Background: an optimization exercise with open tools, aiming at small area. Do not read the settings as production practice.
No activity file was given, so power comes from the tool's default toggle rates.

// btu
module btu (
    input  wire        clk,
    input  wire        rst,
    input  wire        req_valid,
    input  wire [4:0]  op,
    input  wire [31:0] a,
    input  wire [31:0] b,
    input  wire [31:0] c,
    output wire        resp_valid,
    output reg  [31:0] r
);
clock: 12.0 ns
lec_check: 0
cap_margin: 20
core_margin: 2
core_utilization: 40
gpl_timing_driven: 0
slew_margin: 20
standard.sh (not shown) runs the stock make flow with config.mk's settings and CLKGATE_MAP_FILE= SYNTH_SCRIPT=/design/flow/synth_recipe.tcl, a recipe that flattens the netlist after the stock synthesis.
==> flow/flow/run.sh <==
#!/bin/bash
set -euo pipefail
W=$(pwd)
{
  echo 'proc abc {args} {'
  echo '  set i [lsearch $args -script]'
  echo "  if {\$i >= 0} { lset args [expr {\$i + 1}] $W/flow/area.abc }"
  echo '  yosys abc {*}$args'
  echo '}'
  echo "source $W/synth_recipe.tcl"
} > "$W/synth_area.tcl"
mk=$(grep '^make ' standard.sh)
mk_synth=$(printf '%s' "$mk" | sed -e "s#SYNTH_SCRIPT=[^ ]*#SYNTH_SCRIPT=$W/synth_area.tcl#" -e 's#"${@:-finish}"#synth#')
echo "$mk_synth" > synth_cmd.txt
eval "$mk_synth" > synth.log 2>&1
bash standard.sh "BUFFER_PORTS_ARGS=-buffer_cell sky130_fd_sc_hd__buf_1" finish > layout.log 2>&1
==> flow/flow/area.abc <==
strash
dch -f
map
topo
The starting point completed without violations.
Then changed:
==> flow/flow/area.abc (replaced) <==
strash
dc2
balance; rewrite; refactor; balance; rewrite; rewrite -z; balance; refactor -z; rewrite -z; balance
&get -n
&dch -f
&nf -a -p
&put
topo
What happened:
- hold slack gains 0.013 ns
- global-route usage shrinks by 3.4 points
- clock power went down by about a fifth
- wire length shrinks by about a fifth
No run of this note included a check of the RTL's function; only the layout flow was run.

## lagoon
The RTL this note starts from:
==> flow/design.v <==
module btu (
    input  wire        clk,
    input  wire        rst,
    input  wire        req_valid,
    input  wire [4:0]  op,
    input  wire [31:0] a,
    input  wire [31:0] b,
    input  wire [31:0] c,
    output wire        resp_valid,
    output reg  [31:0] r
);
    integer i;
    function [1:0] fa;
        input x, y, z;
        fa = {(x & y) | (x & z) | (y & z), x ^ y ^ z};
    endfunction
    wire o4 = op[4];
    wire [3:0] ol = op[3:0];
    wire op_bcompl   = ~o4 & (ol == 4'h0);
    wire op_sign     = ~o4 & (ol == 4'h1);
    wire op_abs      = ~o4 & (ol == 4'h2);
    wire op_min      = ~o4 & (ol == 4'h3);
    wire op_max      = ~o4 & (ol == 4'h4);
    wire op_ispow2   = ~o4 & (ol == 4'h5);
    wire op_log2     = ~o4 & (ol == 4'h6);
    wire op_log10    = ~o4 & (ol == 4'h7);
    wire op_popcnt   = ~o4 & (ol == 4'h8);
    wire op_ctz      = ~o4 & (ol == 4'h9);
    wire op_nextpow2 = ~o4 & (ol == 4'hA);
    wire op_prevpow2 = ~o4 & (ol == 4'hB);
    wire op_parity   = ~o4 & (ol == 4'hC);
    wire op_bitrev   = ~o4 & (ol == 4'hD);
    wire op_ilv2     = ~o4 & (ol == 4'hE);
    wire op_dilv2    = ~o4 & (ol == 4'hF);
    wire op_ilv3     =  o4 & (op[1:0] == 2'd0);
    wire op_dilv3    =  o4 & (op[1:0] == 2'd1);
    wire op_nextcomb =  o4 & op[1];
    reg [31:0] P, F, G;
    always @(*) begin
        P[0] = a[0];
        for (i = 1; i < 32; i = i + 1) P[i] = P[i-1] | a[i];
        F[31] = a[31];
        for (i = 30; i >= 0; i = i - 1) F[i] = F[i+1] | a[i];
        G[0] = 1'b1;
        for (i = 1; i < 32; i = i + 1) G[i] = G[i-1] & (a[i] | ~P[i-1]);
    end
    wire        nz  = P[31];
    wire [31:0] Pm  = {P[30:0], 1'b0};
    wire [31:0] pp2 = F & ~{1'b0, F[31:1]};      
    reg [31:0] x;
    always @(*) begin
        if (op_ctz)                x = ~P;
        else if (op_log2)          x = {1'b0, F[31:1]};
        else if (op_nextcomb)      x = G & Pm;
        else                       x = a;
    end
    wire [9:0] s0, c0;
    genvar gi;
    generate
        for (gi = 0; gi < 10; gi = gi + 1) begin : w1
            assign {c0[gi], s0[gi]} = fa(x[3*gi], x[3*gi+1], x[3*gi+2]);
        end
    endgenerate
    wire [3:0] s1, c1;
    assign {c1[0], s1[0]} = fa(s0[0], s0[1], s0[2]);
    assign {c1[1], s1[1]} = fa(s0[3], s0[4], s0[5]);
    assign {c1[2], s1[2]} = fa(s0[6], s0[7], s0[8]);
    assign {c1[3], s1[3]} = fa(s0[9], x[30], x[31]);
    wire s2, c2, s3, c3;
    assign {c2, s2} = fa(s1[0], s1[1], s1[2]);
    assign {c3, s3} = fa(s2, s1[3], 1'b0);
    wire [15:0] w2 = {c3, c2, c1, c0};
    wire [4:0] t0, d0;
    generate
        for (gi = 0; gi < 5; gi = gi + 1) begin : w2a
            assign {d0[gi], t0[gi]} = fa(w2[3*gi], w2[3*gi+1], w2[3*gi+2]);
        end
    endgenerate
    wire [1:0] t1, d1;
    assign {d1[0], t1[0]} = fa(t0[0], t0[1], t0[2]);
    assign {d1[1], t1[1]} = fa(t0[3], t0[4], w2[15]);
    wire t2, d2;
    assign {d2, t2} = fa(t1[0], t1[1], 1'b0);
    wire [7:0] w4 = {d2, d1, d0};
    wire [1:0] u0, e0;
    assign {e0[0], u0[0]} = fa(w4[0], w4[1], w4[2]);
    assign {e0[1], u0[1]} = fa(w4[3], w4[4], w4[5]);
    wire u1, e1, u2, e2;
    assign {e1, u1} = fa(u0[0], u0[1], w4[6]);
    assign {e2, u2} = fa(u1, w4[7], 1'b0);
    wire v0, f0, v1, f1;
    assign {f0, v0} = fa(e0[0], e0[1], e1);
    assign {f1, v1} = fa(v0, e2, 1'b0);
    wire [5:0] pc = {f0 & f1, f0 ^ f1, v1, u2, t2, s3};
    wire ispow2 = (pc == 6'd1);
    function ge_const;           
        input [31:0] av;
        input [31:0] kv;
        input integer top;
        integer j;
        reg g;
        begin
            g = 1'b1;
            for (j = 0; j < top; j = j + 1)
                g = kv[j] ? (av[j] & g) : (av[j] | g);
            ge_const = g;
        end
    endfunction
    wire [9:1] ge;
    assign ge[1] = ~a[31] & (F[4]  | a[3]  & ge_const(a, 32'd10,         3));
    assign ge[2] = ~a[31] & (F[7]  | a[6]  & ge_const(a, 32'd100,        6));
    assign ge[3] = ~a[31] & (F[10] | a[9]  & ge_const(a, 32'd1000,       9));
    assign ge[4] = ~a[31] & (F[14] | a[13] & ge_const(a, 32'd10000,      13));
    assign ge[5] = ~a[31] & (F[17] | a[16] & ge_const(a, 32'd100000,     16));
    assign ge[6] = ~a[31] & (F[20] | a[19] & ge_const(a, 32'd1000000,    19));
    assign ge[7] = ~a[31] & (F[24] | a[23] & ge_const(a, 32'd10000000,   23));
    assign ge[8] = ~a[31] & (F[27] | a[26] & ge_const(a, 32'd100000000,  26));
    assign ge[9] = ~a[31] & (F[30] | a[29] & ge_const(a, 32'd1000000000, 29));
    wire [3:0] log10_v;
    assign log10_v[3] = ge[8];
    assign log10_v[2] = ge[4] & ~ge[8];
    assign log10_v[1] = ge[2] & ~ge[4] | ge[6] & ~ge[8];
    assign log10_v[0] = ge[1] & ~ge[2] | ge[3] & ~ge[4] | ge[5] & ~ge[6] |
                        ge[7] & ~ge[8] | ge[9];
    wire a_msb_only = a[31] & ~P[30];
    reg [31:0] thermo;
    always @(*) begin
        for (i = 0; i < 32; i = i + 1)
            thermo[i] = (i < pc[4:0]) | (~nz & (i != 31)) | a_msb_only;
    end
    wire [31:0] r_nextcomb = (~G & (a | {G[30:0], 1'b1})) | thermo;
    reg lt;
    always @(*) begin
        lt = 1'b0;
        for (i = 0; i < 31; i = i + 1)
            lt = (~a[i] & b[i]) | (~a[i] & lt) | (b[i] & lt);
        lt = (a[31] & ~b[31]) | (a[31] & lt) | (~b[31] & lt);
    end
    wire pick_b = op_min ? ~lt : lt;
    wire [31:0] w = a >> b[4:0];
    reg  [15:0] r_dilv;
    always @(*) begin
        r_dilv = 16'd0;
        if (op_dilv3) for (i = 0; i < 10; i = i + 1) r_dilv[i] = w[3*i];
        else          for (i = 0; i < 16; i = i + 1) r_dilv[i] = w[2*i];
    end
    reg [31:0] r_ilv2, r_ilv3, r_bitrev;
    always @(*) begin
        r_ilv3 = 32'd0;
        for (i = 0; i < 16; i = i + 1) begin
            r_ilv2[2*i]     = a[i];
            r_ilv2[2*i + 1] = b[i];
        end
        for (i = 0; i < 10; i = i + 1) begin
            r_ilv3[3*i]     = a[i];
            r_ilv3[3*i + 1] = b[i];
            r_ilv3[3*i + 2] = c[i];
        end
        for (i = 0; i < 32; i = i + 1) r_bitrev[i] = a[31-i];
    end
    wire minmax = op_min | op_max;
    wire ka = op_bcompl | op_abs | (minmax & ~pick_b) | (op_nextpow2 & ispow2);
    wire m1 = op_bcompl | (op_sign & a[31]);
    wire m2 = op_abs & a[31];
    wire [31:0] xm = {{31{m1}}, op_bcompl | (op_sign & nz)} | ({32{m2}} & Pm);
    wire [31:0] xa = (a & {32{ka}}) ^ xm;
    wire [5:0] sml =
          ({6{op_log2 | op_popcnt | op_ctz}} & pc)
        | ({6{op_parity}} & {5'd0, pc[0]})
        | ({6{op_ispow2}} & {5'd0, ispow2})
        | ({6{op_log10}}  & {2'd0, log10_v});
    wire [31:0] result =
          xa
        | ({32{minmax & pick_b}} & b)
        | {26'd0, sml}
        | ({32{op_nextpow2 & ~ispow2}} & {pp2[30:0], ~nz})
        | ({32{op_prevpow2}} & pp2)
        | ({32{op_bitrev}}   & r_bitrev)
        | ({32{op_ilv2}}     & r_ilv2)
        | ({32{op_dilv2 | op_dilv3}} & {16'd0, r_dilv})
        | ({32{op_ilv3}}     & r_ilv3)
        | ({32{op_nextcomb}} & r_nextcomb);
    reg valid_q;
    always @(posedge clk) begin
        if (rst)
            valid_q <= 1'b0;
        else
            valid_q <= req_valid;
        r <= result;
    end
    assign resp_valid = valid_q & ~rst;
endmodule
clock: 12.0 ns
lec_check: 0
abc_area: 1
cap_margin: 20
core_margin: 2
core_utilization: 40
slew_margin: 20
run.sh (not shown) runs the stock make flow with config.mk's settings and CLKGATE_MAP_FILE= SYNTH_SCRIPT=/design/flow/synth_recipe.tcl, a recipe that flattens the netlist after the stock synthesis.
Stock flow here: none of the scripts above is used.
lagoon: full flow OK, the timing, DRC and antenna checks passed
Edits applied to the flow inputs when going from lagoon to sierra:
- clearing ABC_AREA, which used to be 1
==> flow/flow/run.sh (new file) <==
#!/bin/bash
set -euo pipefail
W=$(pwd)
{
  echo 'proc abc {args} {'
  echo '  set i [lsearch $args -script]'
  echo "  if {\$i >= 0} { lset args [expr {\$i + 1}] $W/flow/area.abc }"
  echo '  yosys abc {*}$args'
  echo '}'
  echo "source $W/synth_recipe.tcl"
} > "$W/synth_area.tcl"
mk=$(grep '^make ' standard.sh)
mk_synth=$(printf '%s' "$mk" | sed -e "s#SYNTH_SCRIPT=[^ ]*#SYNTH_SCRIPT=$W/synth_area.tcl#" -e 's#"${@:-finish}"#synth#')
echo "$mk_synth" > synth_cmd.txt
eval "$mk_synth" > synth.log 2>&1
bash standard.sh > layout.log 2>&1
==> flow/flow/area.abc (new file) <==
strash
dc2
balance; rewrite; refactor; balance; rewrite; rewrite -z; balance; refactor -z; rewrite -z; balance
&get -n
&dch -f
&nf -a -p
&put
topo
==> flow/standard.sh (new file) <==
#!/bin/bash
# synth_recipe.tcl (not shown) runs the flow's synth.tcl, then flattens the netlist and writes it again
# the make line also repeats each setting of config.mk as NAME=value (left out here)
make -C /OpenROAD-flow-scripts/flow DESIGN_CONFIG=/design/flow/config.mk WORK_HOME=/design/flow/orfs CLKGATE_MAP_FILE= SYNTH_SCRIPT=/design/flow/synth_recipe.tcl "${@:-finish}"
removed: flow/run.sh
Results
Compared with lagoon, final estimated routing congestion in global placement in sierra increased slightly.
Area fraction in compound gates after synthesis: sierra and lagoon compared, higher one is sierra
The post-DP HPWL in sierra sits about 14% below the value recorded for lagoon.
Summary of sierra over lagoon: internal power now sits higher; clock network fraction of design power now sits higher; post-layout total power now sits lower; post-synthesis simple-gate area fraction now sits lower; share of the cycle needed by the critical path after routing now sits higher.
Across both runs, number of buffer and inverter instances along the worst setup path was lower for sierra than for lagoon.
Going from lagoon to sierra, the finished layout cell area was found to have gone down by 4.4%.
No run of this note included a check of the RTL's function; only the layout flow was run.

==> static timing again, ports no longer ideal <==
In the flow no input, the clock included, has a driving cell. The finished layouts below were timed again as built, in two steps.
Step 1, drivers: a clkbuf_16 drives clk and a buf_2 each remaining input, both assumed.
Step 2 moves the port delays by t, midway between the first and last clock arrival at a register: inputs arrive t later, outputs are due t later. That takes back most of the time a late clock gives input paths.
a / b / c = ideal / step 1 / step 2; a / b = the first two.
run | t, ns | setup slack, ns | worst slew at a driven data input, ns
the first run of note 1 | 0.355 | 0.442 / 0.471 / 0.116 | 0.04
the second run of note 1 | 0.344 | 0.422 / 0.442 / 0.098 | 0.06
lagoon | 0.352 | 0.602 / 0.623 / 0.271 | 0.05
sierra | 0.335 | 0.407 / 0.429 / 0.094 | 0.06
After both steps setup and hold are still met in every run listed. For lagoon, which loses most, drivers alone change the setup slack by +0.021 ns; drivers and shift together by -0.331 ns.
